Background: an optimization exercise with open tools, aiming at small area, a short achievable clock period and few clock cycles. Do not read the settings as production practice. Power figures rest on the tool's default switching activity, not on a simulated workload.

Design blind_frame_rx, start of the top module:
module blind_frame_rx (
    input  wire       clk,
    input  wire       rst,         
    input  wire       in_valid,
    input  wire [7:0] in_data,
    output reg        in_ready,
    output reg        evt_valid,
    output reg  [1:0] evt_code,    
    output reg  [7:0] evt_arg0,
    output reg  [7:0] evt_arg1,
    output reg        pay_valid,
    output reg  [7:0] pay_data,
    output reg        pay_last,
    input  wire       pay_ready
);
==> flow/config.mk <==
export PLATFORM = sky130hd
export DESIGN_NAME = blind_frame_rx
export DESIGN_NICKNAME = blind_frame_rx
export VERILOG_FILES = /design/flow/design.v
export SDC_FILE = /design/flow/constraint.sdc
export NUM_CORES = 4
export LEC_CHECK = 0
export ABC_CLOCK_PERIOD_IN_PS = 2500
export CAP_MARGIN = 20
export CORE_MARGIN = 2
export CORE_UTILIZATION = 55
export CTS_CLUSTER_DIAMETER = 60
export CTS_CLUSTER_SIZE = 30
export SLEW_MARGIN = 20
==> flow/constraint.sdc <==
create_clock -name core_clock -period 9.0 [get_ports {clk}]
set_input_delay 1.8000 -clock core_clock [delete_from_list [all_inputs] [get_ports {clk}]]
set_output_delay 1.8000 -clock core_clock [all_outputs]
set_load 0.01 [all_outputs]
standard.sh (not shown) runs the stock make flow with config.mk's settings and CLKGATE_MAP_FILE= SYNTH_SCRIPT=/design/flow/synth_recipe.tcl, a recipe that flattens the netlist after the stock synthesis.
==> flow/flow/run.sh <==
#!/bin/bash
set -euo pipefail
bash standard.sh \
    "BUFFER_PORTS_ARGS=-buffer_cell sky130_fd_sc_hd__buf_4" \
    SETUP_SLACK_MARGIN=6 \
    finish > make_finish.log 2>&1
Next try:
--- a/flow/design.v
+++ b/flow/design.v
@@ -81,27 +81,27 @@
     reg  [8:0] occ;                     
     reg  [8:0] ac;                      
     reg        w_al, r_al;              
     reg  [7:0] k;                       
     reg        k1;                      
     reg        big;                     
     reg  [7:0] len, id, crc;
     reg  [7:0] rem;                     
     reg        rem0, rem1;              
     reg        skip;                    
     reg        bq_v0, bq_v1;            
-    reg        sp_v;                    
-    reg        ac_nz, occ_z;            
-    wire       consume = r_al && ac_nz && (rem0 || skip || !sp_v);
+    wire       main_free = !pay_valid || pay_ready;
+    wire       consume   = r_al && (ac != 9'd0) && (rem0 || skip || main_free);
+    wire       out_push  = consume && !rem0 && !skip;
     assign     pop     = a_v && w_al && (!occ[8] || consume);
-    wire       idle    = !a_v && s[S0] && occ_z;
+    wire       idle    = !a_v && s[S0] && (occ == 9'd0);
     wire [8:0] occ_keep = consume ? occ - 9'd1 : occ;
     wire [8:0] occ_inc  = consume ? occ : occ + 9'd1;
     wire [7:0] fs_r     = rd - fsd;                        
     wire [8:0] occ_rew  = {1'b0, consume ? fs_r - 8'd1 : fs_r};
     wire [8:0] ac_keep  = consume ? ac - 9'd1 : ac;
     genvar j;
     generate
         if (NW == 1) begin : ws1
             assign wsel = pop;
         end else begin : wsn
             wire [7-KW:0] wtap = wd[7:KW];
@@ -147,47 +147,42 @@
             else
                 bqd1 <= fsd + 8'd1;
         end
     end
     always @(posedge clk) begin
         if (rst) begin
             s         <= 6'b000001;
             wd        <= 8'd0;
             rd        <= 8'd0;
             occ       <= 9'd0;
             ac        <= 9'd0;
-            ac_nz     <= 1'b0;
-            occ_z     <= 1'b1;
             w_al      <= 1'b1;
             r_al      <= 1'b1;
             big       <= 1'b0;
             k         <= 8'd0;
             k1        <= 1'b0;
             bq_v0     <= 1'b0;
             bq_v1     <= 1'b0;
             evt_valid <= 1'b0;
         end else begin
             evt_valid <= pop && ((s[S0] && !is_aa) || s[SE] || s[SO]);
             if (!idle) begin
                 wd <= (pop && !rewind) ? wd : (pop ? fsd : wd) + 8'd1;
                 rd <= consume ? rd : rd + 8'd1;
             end
             w_al <= pop ? (!rewind || (fsd[KW-1:0] == {KW{1'b1}})) :
                     idle ? w_al : (wd[KW-1:0] == {KW{1'b1}});
             r_al <= consume ? 1'b1 :
                     idle ? r_al : (rd[KR-1:0] == {KR{1'b1}});
             occ <= !pop ? occ_keep : rewind ? occ_rew : occ_inc;
             ac  <= (pop && commit) ? occ_inc : ac_keep;
-            ac_nz <= (pop && commit) || (ac_nz && !(consume && ac == 9'd1));
-            occ_z <= !pop ? (consume ? (occ == 9'd1) : occ_z) :
-                     rewind && (fs_r == {7'd0, consume});
             if (bq_hit) begin
                 bq_v0 <= bq_v1;
                 bq_v1 <= 1'b0;
             end
             if (pop && mark) begin
                 if (bq_hit ? !bq_v1 : !bq_v0)
                     bq_v0 <= 1'b1;
                 else
                     bq_v1 <= 1'b1;
             end
             if (pop) begin
@@ -229,41 +224,24 @@
                 skip <= bq_at;
                 rem  <= rdata;
                 rem0 <= (rdata == 8'd0);
                 rem1 <= (rdata == 8'd1);
             end else begin
                 rem  <= rem - 8'd1;
                 rem0 <= rem1;
                 rem1 <= (rem == 8'd2);
             end
         end
     end
-    wire       main_free = !pay_valid || pay_ready;
-    wire       out_push  = consume && !rem0 && !skip;
-    reg  [7:0] sp_d;
-    reg        sp_l;
-    always @(posedge clk) begin
-        if (rst) begin
+    always @(posedge clk) begin
+        if (rst)
             pay_valid <= 1'b0;
-            sp_v      <= 1'b0;
-        end else begin
-            if (main_free) begin
-                pay_valid <= sp_v || out_push;
-                sp_v      <= 1'b0;
-            end else if (out_push) begin
-                sp_v      <= 1'b1;
-            end
-        end
-    end
-    reg  [7:0] pd_q;
-    reg        pl_q;
-    always @(posedge clk) begin
-        pd_q     <= main_free ? (sp_v ? sp_d : rdata) : pay_data;
-        pl_q     <= main_free ? (sp_v ? sp_l : rem1) : pay_last;
-        pay_data <= main_free ? (sp_v ? sp_d : rdata) : pd_q;
-        pay_last <= main_free ? (sp_v ? sp_l : rem1) : pl_q;
-        if (!sp_v) begin
-            sp_d <= rdata;
-            sp_l <= rem1;
+        else if (main_free)
+            pay_valid <= out_push;
+    end
+    always @(posedge clk) begin
+        if (main_free) begin
+            pay_data <= rdata;
+            pay_last <= rem1;
         end
     end
 endmodule
Effect: Total power increases by a few percent; clock skew is about the same; first-iteration DRC count decreases by a few percent; global-route usage increases by 0.29 points; area after synthesis decreases slightly; wire length increases slightly; count of clock-buffer cells in the layout decreases by 3; core utilization increases by 1.2 points.
No functional check of the RTL was part of any run of this note.

blind_frame_rx, a different RTL version from the one above (not shown whole).
Size in the first run: roughly 3100 cells after synthesis, roughly 2200 flip-flops, about 42 I/O pins, ~50000 µm² of cells after synthesis.
==> flow/config.mk <==
export PLATFORM = sky130hd
export DESIGN_NAME = blind_frame_rx
export DESIGN_NICKNAME = blind_frame_rx
export VERILOG_FILES = /design/flow/design.v
export SDC_FILE = /design/flow/constraint.sdc
export NUM_CORES = 4
export LEC_CHECK = 0
export ABC_CLOCK_PERIOD_IN_PS = 2500
export CAP_MARGIN = 20
export CORE_MARGIN = 2
export CORE_UTILIZATION = 55
export CTS_CLUSTER_DIAMETER = 60
export CTS_CLUSTER_SIZE = 30
export SLEW_MARGIN = 20
==> flow/constraint.sdc <==
create_clock -name core_clock -period 9.0 [get_ports {clk}]
set_input_delay 1.8000 -clock core_clock [delete_from_list [all_inputs] [get_ports {clk}]]
set_output_delay 1.8000 -clock core_clock [all_outputs]
set_load 0.01 [all_outputs]
Scripts as last shown in full above: flow/flow/run.sh
Edit:
--- a/flow/design.v
+++ b/flow/design.v
@@ -89,19 +89,14 @@
     reg        rem0, rem1;              
     reg        skip;                    
     reg        bq_v0, bq_v1;            
     reg        sp_v;                    
     wire       consume = r_al && (ac != 9'd0) && (rem0 || skip || !sp_v);
     assign     pop     = a_v && w_al && (!occ[8] || consume);
     wire       idle    = !a_v && s[S0] && (occ == 9'd0);
-    wire [8:0] occ_keep = consume ? occ - 9'd1 : occ;
-    wire [8:0] occ_inc  = consume ? occ : occ + 9'd1;
-    wire [7:0] fs_r     = rd - fsd;                        
-    wire [8:0] occ_rew  = {1'b0, consume ? fs_r - 8'd1 : fs_r};
-    wire [8:0] ac_keep  = consume ? ac - 9'd1 : ac;
     genvar j;
     generate
         if (NW == 1) begin : ws1
             assign wsel = pop;
         end else begin : wsn
             wire [7-KW:0] wtap = wd[7:KW];
             for (j = 0; j < NW; j = j + 1) begin : ws
@@ -168,16 +163,16 @@
                 wd <= (pop && !rewind) ? wd : (pop ? fsd : wd) + 8'd1;
                 rd <= consume ? rd : rd + 8'd1;
             end
             w_al <= pop ? (!rewind || (fsd[KW-1:0] == {KW{1'b1}})) :
                     idle ? w_al : (wd[KW-1:0] == {KW{1'b1}});
             r_al <= consume ? 1'b1 :
                     idle ? r_al : (rd[KR-1:0] == {KR{1'b1}});
-            occ <= !pop ? occ_keep : rewind ? occ_rew : occ_inc;
-            ac  <= (pop && commit) ? occ_inc : ac_keep;
+            occ <= (pop ? (rewind ? {1'b0, rd - fsd} : occ + 9'd1) : occ) - {8'd0, consume};
+            ac  <= ((pop && commit) ? occ + 9'd1 : ac) - {8'd0, consume};
             if (bq_hit) begin
                 bq_v0 <= bq_v1;
                 bq_v1 <= 1'b0;
             end
             if (pop && mark) begin
                 if (bq_hit ? !bq_v1 : !bq_v0)
                     bq_v0 <= 1'b1;
After rerunning: Register-to-register slack is worse by 250 ps. Fmax decreases slightly. Clock-buffer cell count increases by 4. Total power stays flat. Non-clock buffer count rose by 22. Sequential share of layout area falls by 1.0 points. Final cell count came out higher slightly. Routed wire length hardly moves. Worst hold slack gets worse by 23 ps.
No functional check of the RTL was part of any run of this note.

== raven ==
blind_frame_rx, a different RTL version from the one above (not shown whole).
Size: roughly 2200 flip-flops, about 49000 sq um of cells after synthesis.
Settings: LEC_CHECK=0, CAP_MARGIN=20, CORE_MARGIN=2, CORE_UTILIZATION=55, CTS_CLUSTER_DIAMETER=80, CTS_CLUSTER_SIZE=34, SLEW_MARGIN=20; clock period 9.0 ns.
Scripts as last shown in full above: flow/flow/run.sh
Inputs modified between raven and cedar:
--- a/flow/design.v
+++ b/flow/design.v
@@ -80,29 +80,29 @@
     reg  [7:0] bq0, bq1;                
     reg  [7:0] occ;                     
     reg        full;                    
     reg        w_al, r_al;              
     reg  [7:0] k;                       
     reg        k1;                      
     reg        big;                     
     reg  [7:0] len, id, crc;
     reg  [7:0] rem;                     
     reg        rem0, rem1;              
     reg        skip;                    
     reg        bq_v0, bq_v1;            
+    reg        sp_v;                    
     reg        occ_z, fs_nz;            
     wire       in_frame = s[SE] || (s[SP] && !big);
     wire       ac_nz    = in_frame ? fs_nz : !occ_z;
-    wire       main_free = !pay_valid || pay_ready;      
-    wire       consume  = r_al && ac_nz && (rem0 || skip || main_free);
+    wire       consume  = r_al && ac_nz && (rem0 || skip || !sp_v);
     wire       wait_bq;                 
     assign     pop     = a_v && w_al && (!full || consume) && !wait_bq;
     wire       idle    = !a_v && s[S0] && occ_z;
     wire [8:0] rd_sum  = {1'b0, wd} + {1'b0, occ};         
     wire [7:0] occ_keep = consume ? occ - 8'd1 : occ;
     wire [7:0] occ_inc  = consume ? occ : occ + 8'd1;
     reg  [7:0] fs_r;                    
     wire [7:0] fs_rn    = consume ? fs_r - 8'd1 : fs_r;
     wire [7:0] b        = a_d;
     wire       is_aa    = (b == 8'hAA);
     wire       len_big  = (b[7:2] == 6'h3f) && (b[1:0] != 2'b00);
     wire       crc_ok   = (crc == b);
@@ -200,28 +200,42 @@
             if (rem0) begin
                 skip <= bq_at;
                 rem  <= rdata;
                 rem0 <= (rdata == 8'd0);
                 rem1 <= (rdata == 8'd1);
             end else begin
                 rem  <= rem - 8'd1;
                 rem0 <= rem1;
                 rem1 <= (rem == 8'd2);
             end
         end
     end
+    wire       main_free = !pay_valid || pay_ready;
     wire       out_push  = consume && !rem0 && !skip;
-    always @(posedge clk) begin
-        if (rst)
+    reg  [7:0] sp_d;
+    reg        sp_l;
+    always @(posedge clk) begin
+        if (rst) begin
             pay_valid <= 1'b0;
-        else if (main_free)
-            pay_valid <= out_push;
+            sp_v      <= 1'b0;
+        end else begin
+            if (main_free) begin
+                pay_valid <= sp_v || out_push;
+                sp_v      <= 1'b0;
+            end else if (out_push) begin
+                sp_v      <= 1'b1;
+            end
+        end
     end
     reg  [7:0] pd_q;
     reg        pl_q;
     always @(posedge clk) begin
-        pd_q     <= main_free ? rdata : pay_data;
-        pl_q     <= main_free ? rem1 : pay_last;
-        pay_data <= main_free ? rdata : pd_q;
-        pay_last <= main_free ? rem1 : pl_q;
+        pd_q     <= main_free ? (sp_v ? sp_d : rdata) : pay_data;
+        pl_q     <= main_free ? (sp_v ? sp_l : rem1) : pay_last;
+        pay_data <= main_free ? (sp_v ? sp_d : rdata) : pd_q;
+        pay_last <= main_free ? (sp_v ? sp_l : rem1) : pl_q;
+        if (!sp_v) begin
+            sp_d <= rdata;
+            sp_l <= rem1;
+        end
     end
 endmodule
### Flow results
- Changes observed in cedar relative to raven: total via count after detailed routing went down, average size of a mapped cell went up, critical path data required time went down, count of non-filler cells in the finished layout went down.
- Between cedar and raven, the difference in arithmetic-cell share of the synthesized area counting full adders, half adders and majority gates is negligible.
- | maximum clock frequency | cedar vs raven | about 1.1% higher |
- Summary of cedar over raven: number of distinct library cells after synthesis fell by 6; total count of hold-check failures in the final report held.
No run of this note included a check of the RTL's function; only the layout flow was run.

blind_frame_rx, a different RTL version from the one above (not shown whole).
Size in the first run: roughly 3200 cells after synthesis, ~42 I/O pins, ~0.051 mm^2 of cells after synthesis.
## blind_frame_rx
module blind_frame_rx (
    input  wire       clk,
    input  wire       rst,         
    input  wire       in_valid,
    input  wire [7:0] in_data,
    output reg        in_ready,
    output reg        evt_valid,
    output reg  [1:0] evt_code,    
    output reg  [7:0] evt_arg0,
    output reg  [7:0] evt_arg1,
    output reg        pay_valid,
    output reg  [7:0] pay_data,
    output reg        pay_last,
    input  wire       pay_ready
);
Settings: LEC_CHECK=0, ABC_CLOCK_PERIOD_IN_PS=2500, CAP_MARGIN=20, CORE_MARGIN=2, CORE_UTILIZATION=55, CTS_CLUSTER_DIAMETER=60, CTS_CLUSTER_SIZE=30, SLEW_MARGIN=20; clock period 9.0 ns.
Scripts as last shown in full above: flow/flow/run.sh
The starting point passed the timing, DRC and antenna checks.
Next try:
--- a/flow/design.v
+++ b/flow/design.v
@@ -149,21 +149,18 @@
             wd        <= 8'd0;
             rd        <= 8'd0;
             occ       <= 8'd0;
             ac        <= 8'd0;
             full      <= 1'b0;
             ac_nz     <= 1'b0;
             occ_z     <= 1'b1;
             w_al      <= 1'b1;
             r_al      <= 1'b1;
-            big       <= 1'b0;
-            k         <= 8'd0;
-            k1        <= 1'b0;
             bq_v0     <= 1'b0;
             bq_v1     <= 1'b0;
             evt_valid <= 1'b0;
         end else begin
             evt_valid <= pop && ((s[S0] && !is_aa) || s[SE] || s[SO]);
             if (!idle) begin
                 wd <= (pop && !rewind) ? wd : inc(pop ? fsd : wd);
                 rd <= consume ? rd : inc(rd);
             end
@@ -204,22 +201,19 @@
                     s[!k1 ? SP : big ? SO : SE] <= 1'b1;
                 end
                 if (s[SE] || s[SO]) s[S0] <= 1'b1;
             end
         end
     end
     wire [7:0] rdata = ring[0];
     always @(posedge clk) begin
         if (rst) begin
-            rem  <= 8'd0;
             rem0 <= 1'b1;
-            rem1 <= 1'b0;
-            skip <= 1'b0;
         end else if (consume) begin
             if (rem0) begin
                 skip <= bq_at;
                 rem  <= rdata;
                 rem0 <= (rdata == 8'd0);
                 rem1 <= (rdata == 8'd1);
             end else begin
                 rem  <= rem - 8'd1;
                 rem0 <= rem1;
The changed run finished clean.
Setup slack gains 0.0062 ns.
Clock-buffer cell count rose by 2.
Wire length rose by 4.5%.
Register-to-register slack gains 0.02 ns.
Combinational power rose by about 20%.
Clock skew rose by 0.014 ns.
Worst hold slack stays flat.
Final cell count fell by 0.42%.
Final area rose by 0.61%.
Synthesized cell count fell by 0.95%.
Synthesized area rose by 0.30%.
Die area barely changes.
Via count fell by 0.70%.
Maximum frequency barely changes.
Function was not checked in any run of this note: the RTL went through the layout flow alone.

the previous run:
The RTL this note starts from:
==> flow/design.v <==
module blind_frame_rx (
    input  wire       clk,
    input  wire       rst,         
    input  wire       in_valid,
    input  wire [7:0] in_data,
    output reg        in_ready,
    output reg        evt_valid,
    output reg  [1:0] evt_code,    
    output reg  [7:0] evt_arg0,
    output reg  [7:0] evt_arg1,
    output reg        pay_valid,
    output reg  [7:0] pay_data,
    output reg        pay_last,
    input  wire       pay_ready
);
    localparam [1:0] EV_NOISE    = 2'd0;
    localparam [1:0] EV_OVERFLOW = 2'd1;
    localparam [1:0] EV_FRAME    = 2'd2;
    localparam [1:0] EV_CRC_ERR  = 2'd3;
    localparam N = 254;                 
    function [7:0] inc;
        input [7:0] x;
        inc = (x == N - 1) ? 8'd0 : x + 8'd1;
    endfunction
    function [7:0] crc8_step;
        input [7:0] a;
        input [7:0] b;
        integer i;
        reg [7:0] c;
        begin
            c = a ^ b;
            for (i = 0; i < 8; i = i + 1)
                c = c[7] ? ((c << 1) ^ 8'h07) : (c << 1);
            crc8_step = c;
        end
    endfunction
    reg       a_v, b_v;
    reg [7:0] a_d, b_d;
    wire      push = in_valid && in_ready;
    wire      pop;
    always @(posedge clk) begin
        if (rst) begin
            a_v      <= 1'b0;
            b_v      <= 1'b0;
            in_ready <= 1'b1;
        end else begin
            if (!a_v || pop) begin
                a_v      <= b_v || push;
                b_v      <= 1'b0;
                in_ready <= 1'b1;
            end else if (push) begin
                b_v      <= 1'b1;
                in_ready <= 1'b0;
            end
        end
    end
    always @(posedge clk) begin
        if (!a_v || pop)
            a_d <= b_v ? b_d : in_data;
        if (in_ready)
            b_d <= in_data;
    end
    reg  [7:0] ring [0:N-1];
    reg  [7:0] wdata;
    genvar g;
    generate
        for (g = 0; g < N; g = g + 1) begin : st
            if (g == 1) begin : wt
                always @(posedge clk)
                    ring[g] <= pop ? wdata : ring[g - 1];
            end else begin : sh
                always @(posedge clk)
                    ring[g] <= ring[(g + N - 1) % N];
            end
        end
    endgenerate
    localparam S0 = 0, S1 = 1, S2 = 2, SP = 3, SE = 4, SO = 5;
    reg  [5:0] s;                       
    reg  [7:0] wd, rd;                  
    reg  [7:0] bq0, bq1;                
    reg  [7:0] occ;                     
    reg  [7:0] ac;                      
    reg        full;                    
    reg        w_al, r_al;              
    reg  [7:0] k;                       
    reg        k1;                      
    reg        big;                     
    reg  [7:0] len, id, crc;
    reg  [7:0] rem;                     
    reg        rem0, rem1;              
    reg        skip;                    
    reg        bq_v0, bq_v1;            
    reg        sp_v;                    
    reg        ac_nz, occ_z;            
    wire       consume = r_al && ac_nz && (rem0 || skip || !sp_v);
    wire       wait_bq;                 
    assign     pop     = a_v && w_al && (!full || consume) && !wait_bq;
    wire       idle    = !a_v && s[S0] && occ_z;
    wire [7:0] occ_keep = consume ? occ - 8'd1 : occ;
    wire [7:0] occ_inc  = consume ? occ : occ + 8'd1;
    reg  [7:0] fs_r;                    
    wire [7:0] fs_rn    = consume ? fs_r - 8'd1 : fs_r;
    wire [7:0] ac_keep  = consume ? ac - 8'd1 : ac;
    wire [7:0] b        = a_d;
    wire       is_aa    = (b == 8'hAA);
    wire       len_big  = (b[7:2] == 6'h3f) && (b[1:0] != 2'b00);
    wire       crc_ok   = (crc == b);
    wire       mark     = s[SE] && !crc_ok && (len != 8'd0);
    assign     wait_bq  = mark && bq_v1;
    wire       commit   = s[S0] || s[S1] || (s[S2] && len_big) || (s[SP] && big) ||
                          s[SE] || s[SO];
    wire       bq_at    = bq_v0 && (bq0 == 8'd0);
    wire       bq_hit   = consume && rem0 && bq_at;
    always @(*) begin
        wdata = 8'h00;
        if ((s[S2] && !len_big) || (s[SP] && !big))
            wdata = b;
    end
    always @(posedge clk) begin
        evt_code <= s[SE] ? (crc_ok ? EV_FRAME : EV_CRC_ERR) :
                    s[SO] ? EV_OVERFLOW : EV_NOISE;
        evt_arg0 <= s[SE] ? (crc_ok ? id : crc) : b;
        evt_arg1 <= s[SE] ? (crc_ok ? len : b) : 8'h00;
        if (pop) begin
            if (s[S1]) id <= b;
            if (s[S2]) len <= b;
            if (s[S1])
                crc <= crc8_step(8'h00, b);
            else if (s[S2] || (s[SP] && !big))
                crc <= crc8_step(crc, b);
        end
        fs_r <= (pop && s[S2]) ? occ_keep : fs_rn;
        if (pop && s[S2]) begin
            big <= len_big;
            k   <= len_big ? 8'd253 : b;
            k1  <= (b == 8'd1);
        end
        if (pop && s[SP]) begin
            k  <= k - 8'd1;
            k1 <= (k == 8'd2);
        end
        bq0 <= (bq_hit ? bq1 : bq0) - {7'd0, consume};
        bq1 <= bq1 - {7'd0, consume};
        if (pop && mark) begin
            if (bq_hit ? !bq_v1 : !bq_v0)
                bq0 <= fs_rn;
            else
                bq1 <= fs_rn;
        end
    end
    always @(posedge clk) begin
        if (rst) begin
            s         <= 6'b000001;
            wd        <= 8'd0;
            rd        <= 8'd0;
            occ       <= 8'd0;
            ac        <= 8'd0;
            full      <= 1'b0;
            ac_nz     <= 1'b0;
            occ_z     <= 1'b1;
            w_al      <= 1'b1;
            r_al      <= 1'b1;
            bq_v0     <= 1'b0;
            bq_v1     <= 1'b0;
            evt_valid <= 1'b0;
        end else begin
            evt_valid <= pop && ((s[S0] && !is_aa) || s[SE] || s[SO]);
            if (!idle) begin
                wd <= pop ? wd : inc(wd);
                rd <= consume ? rd : inc(rd);
            end
            w_al <= pop ? 1'b1 :
                    idle ? w_al : (wd == N - 1);
            r_al <= consume ? 1'b1 :
                    idle ? r_al : (rd == N - 1);
            occ <= pop ? occ_inc : occ_keep;
            ac  <= (pop && commit) ? occ_inc : ac_keep;
            ac_nz <= (pop && commit) || (ac_nz && !(consume && ac == 8'd1));
            occ_z <= !pop && (consume ? (occ == 8'd1) : occ_z);
            full  <= !pop ? (full && !consume) : (consume ? full : (occ == N - 1));
            if (bq_hit) begin
                bq_v0 <= bq_v1;
                bq_v1 <= 1'b0;
            end
            if (pop && mark) begin
                if (bq_hit ? !bq_v1 : !bq_v0)
                    bq_v0 <= 1'b1;
                else
                    bq_v1 <= 1'b1;
            end
            if (pop) begin
                s <= 6'b0;
                if (s[S0]) s[is_aa ? S1 : S0] <= 1'b1;
                if (s[S1]) s[S2] <= 1'b1;
                if (s[S2]) s[(b == 8'd0) ? SE : SP] <= 1'b1;
                if (s[SP]) s[!k1 ? SP : big ? SO : SE] <= 1'b1;
                if (s[SE] || s[SO]) s[S0] <= 1'b1;
            end
        end
    end
    wire [7:0] rdata = ring[0];
    always @(posedge clk) begin
        if (rst) begin
            rem0 <= 1'b1;
        end else if (consume) begin
            if (rem0) begin
                skip <= bq_at;
                rem  <= rdata;
                rem0 <= (rdata == 8'd0);
                rem1 <= (rdata == 8'd1);
            end else begin
                rem  <= rem - 8'd1;
                rem0 <= rem1;
                rem1 <= (rem == 8'd2);
            end
        end
    end
    wire       main_free = !pay_valid || pay_ready;
    wire       out_push  = consume && !rem0 && !skip;
    reg  [7:0] sp_d;
    reg        sp_l;
    always @(posedge clk) begin
        if (rst) begin
            pay_valid <= 1'b0;
            sp_v      <= 1'b0;
        end else begin
            if (main_free) begin
                pay_valid <= sp_v || out_push;
                sp_v      <= 1'b0;
            end else if (out_push) begin
                sp_v      <= 1'b1;
            end
        end
    end
    reg  [7:0] pd_q;
    reg        pl_q;
    always @(posedge clk) begin
        pd_q     <= main_free ? (sp_v ? sp_d : rdata) : pay_data;
        pl_q     <= main_free ? (sp_v ? sp_l : rem1) : pay_last;
        pay_data <= main_free ? (sp_v ? sp_d : rdata) : pd_q;
        pay_last <= main_free ? (sp_v ? sp_l : rem1) : pl_q;
        if (!sp_v) begin
            sp_d <= rdata;
            sp_l <= rem1;
        end
    end
endmodule
export LEC_CHECK = 0
export ABC_CLOCK_PERIOD_IN_PS = 2500
export CAP_MARGIN = 20
export CORE_MARGIN = 2
export CORE_UTILIZATION = 55
export CTS_CLUSTER_DIAMETER = 60
export CTS_CLUSTER_SIZE = 30
export SLEW_MARGIN = 20
create_clock -name core_clock -period 9.0 [get_ports {clk}]
Scripts as last shown in full above: flow/flow/run.sh
--- input diff the previous run..the current run ---
--- a/flow/design.v
+++ b/flow/design.v
@@ -75,10 +75,10 @@
         end
     endgenerate
     localparam S0 = 0, S1 = 1, S2 = 2, SP = 3, SE = 4, SO = 5;
     reg  [5:0] s;                       
-    reg  [7:0] wd, rd;                  
-    reg  [7:0] bq0, bq1;                
+    reg  [7:0] wd, rd, fsd;             
+    reg  [7:0] bqd0, bqd1;              
     reg  [7:0] occ;                     
     reg  [7:0] ac;                      
     reg        full;                    
     reg        w_al, r_al;              
@@ -92,25 +92,24 @@
     reg        bq_v0, bq_v1;            
     reg        sp_v;                    
     reg        ac_nz, occ_z;            
     wire       consume = r_al && ac_nz && (rem0 || skip || !sp_v);
-    wire       wait_bq;                 
-    assign     pop     = a_v && w_al && (!full || consume) && !wait_bq;
+    assign     pop     = a_v && w_al && (!full || consume);
     wire       idle    = !a_v && s[S0] && occ_z;
     wire [7:0] occ_keep = consume ? occ - 8'd1 : occ;
     wire [7:0] occ_inc  = consume ? occ : occ + 8'd1;
-    reg  [7:0] fs_r;                    
-    wire [7:0] fs_rn    = consume ? fs_r - 8'd1 : fs_r;
+    reg  [7:0] fs_r;                                       
+    wire [7:0] occ_rew  = consume ? fs_r - 8'd1 : fs_r;
     wire [7:0] ac_keep  = consume ? ac - 8'd1 : ac;
     wire [7:0] b        = a_d;
     wire       is_aa    = (b == 8'hAA);
     wire       len_big  = (b[7:2] == 6'h3f) && (b[1:0] != 2'b00);
     wire       crc_ok   = (crc == b);
-    wire       mark     = s[SE] && !crc_ok && (len != 8'd0);
-    assign     wait_bq  = mark && bq_v1;
+    wire       mark     = s[SE] && !crc_ok && !bq_v1 && (len != 8'd0);
     wire       commit   = s[S0] || s[S1] || (s[S2] && len_big) || (s[SP] && big) ||
-                          s[SE] || s[SO];
-    wire       bq_at    = bq_v0 && (bq0 == 8'd0);
+                          (s[SE] && (crc_ok || len == 8'd0)) || mark || s[SO];
+    wire       rewind   = s[SE] && !crc_ok && !commit;
+    wire       bq_at    = bq_v0 && (bqd0 == rd);
     wire       bq_hit   = consume && rem0 && bq_at;
     always @(*) begin
         wdata = 8'h00;
         if ((s[S2] && !len_big) || (s[SP] && !big))
@@ -128,9 +127,10 @@
                 crc <= crc8_step(8'h00, b);
             else if (s[S2] || (s[SP] && !big))
                 crc <= crc8_step(crc, b);
         end
-        fs_r <= (pop && s[S2]) ? occ_keep : fs_rn;
+        fsd <= inc((pop && s[S2]) ? wd : fsd);
+        fs_r <= (pop && s[S2]) ? occ_keep : occ_rew;
         if (pop && s[S2]) begin
             big <= len_big;
             k   <= len_big ? 8'd253 : b;
             k1  <= (b == 8'd1);
@@ -138,15 +138,15 @@
         if (pop && s[SP]) begin
             k  <= k - 8'd1;
             k1 <= (k == 8'd2);
         end
-        bq0 <= (bq_hit ? bq1 : bq0) - {7'd0, consume};
-        bq1 <= bq1 - {7'd0, consume};
+        bqd0 <= inc(bq_hit ? bqd1 : bqd0);
+        bqd1 <= inc(bqd1);
         if (pop && mark) begin
             if (bq_hit ? !bq_v1 : !bq_v0)
-                bq0 <= fs_rn;
+                bqd0 <= inc(fsd);
             else
-                bq1 <= fs_rn;
+                bqd1 <= inc(fsd);
         end
     end
     always @(posedge clk) begin
         if (rst) begin
@@ -165,20 +165,22 @@
             evt_valid <= 1'b0;
         end else begin
             evt_valid <= pop && ((s[S0] && !is_aa) || s[SE] || s[SO]);
             if (!idle) begin
-                wd <= pop ? wd : inc(wd);
+                wd <= (pop && !rewind) ? wd : inc(pop ? fsd : wd);
                 rd <= consume ? rd : inc(rd);
             end
-            w_al <= pop ? 1'b1 :
+            w_al <= pop ? (!rewind || (fsd == N - 1)) :
                     idle ? w_al : (wd == N - 1);
             r_al <= consume ? 1'b1 :
                     idle ? r_al : (rd == N - 1);
-            occ <= pop ? occ_inc : occ_keep;
+            occ <= !pop ? occ_keep : rewind ? occ_rew : occ_inc;
             ac  <= (pop && commit) ? occ_inc : ac_keep;
             ac_nz <= (pop && commit) || (ac_nz && !(consume && ac == 8'd1));
-            occ_z <= !pop && (consume ? (occ == 8'd1) : occ_z);
-            full  <= !pop ? (full && !consume) : (consume ? full : (occ == N - 1));
+            occ_z <= !pop ? (consume ? (occ == 8'd1) : occ_z) :
+                     rewind && (fs_r == {7'd0, consume});
+            full  <= !pop ? (full && !consume) :
+                     !rewind && (consume ? full : (occ == N - 1));
             if (bq_hit) begin
                 bq_v0 <= bq_v1;
                 bq_v1 <= 1'b0;
             end
Findings:
- No stage failed in the current run, and the final checks on the layout all came back clean.
- From the previous run to the current run the numbers moved as follows: clock share of power lower; final area higher; die outline area higher; met2 track demand over resource in global routing higher.
- The current run vs. the previous run: final routed wirelength across all metal layers went up by about 13%.
- Overall power after layout, the current run and the previous run: higher on the previous run
- Compared to the previous run, the current run has sequential cell area in the final layout 0.38% higher.
- In the metrics for the current run and the previous run, the one carrying the higher fraction of power consumed by combinational cells is the current run.
No run of this note included a check of the RTL's function; only the layout flow was run.

port drivers added, routing unchanged:
How much do the figures lean on ideal ports? The routed layouts below were timed once more, with nothing changed but the port constraints.
Step 1, drivers: a clkbuf_16 drives clk and a buf_2 each remaining input, both assumed.
Step 2, shift: input delay + t, output delay - t, t = (earliest + latest rising clock arrival at the registers) / 2. This alone moves slack from input paths to output paths.
Three values: no drivers, after step 1, after step 2; two values: the first two.
| run | shift t [ns] | setup slack, ns | slew at the worst register clock pin (ns) |
|---|---|---|---|
| the first run of note 1 | 0.774 | 5.972 / 5.902 / 5.721 | 0.11 / 0.11 |
| the second run of note 1 | 0.748 | 5.865 / 5.842 / 5.115 | 0.10 / 0.10 |
| the first run of note 2 | 0.758 | 5.822 / 5.748 / 5.498 | 0.11 / 0.11 |
| the second run of note 2 | 0.756 | 5.788 / 5.788 / 5.788 | 0.10 / 0.10 |
| raven | 0.711 | 5.995 / 5.974 / 5.276 | 0.12 / 0.12 |
| cedar | 0.715 | 6.029 / 5.970 / 5.778 | 0.12 / 0.12 |
| the first run of note 4 | 0.742 | 6.017 / 5.958 / 5.770 | 0.11 / 0.11 |
| the second run of note 4 | 0.748 | 6.023 / 5.960 / 5.552 | 0.10 / 0.10 |
| the previous run | 0.744 | 5.899 / 5.839 / 5.642 | 0.10 / 0.10 |
| the current run | 0.766 | 5.988 / 5.919 / 5.656 | 0.10 / 0.10 |
After both steps every run listed still meets setup and hold. The setup slack of the second run of note 1, which loses most, moves by -0.023 ns with the drivers and by -0.750 ns with both steps.
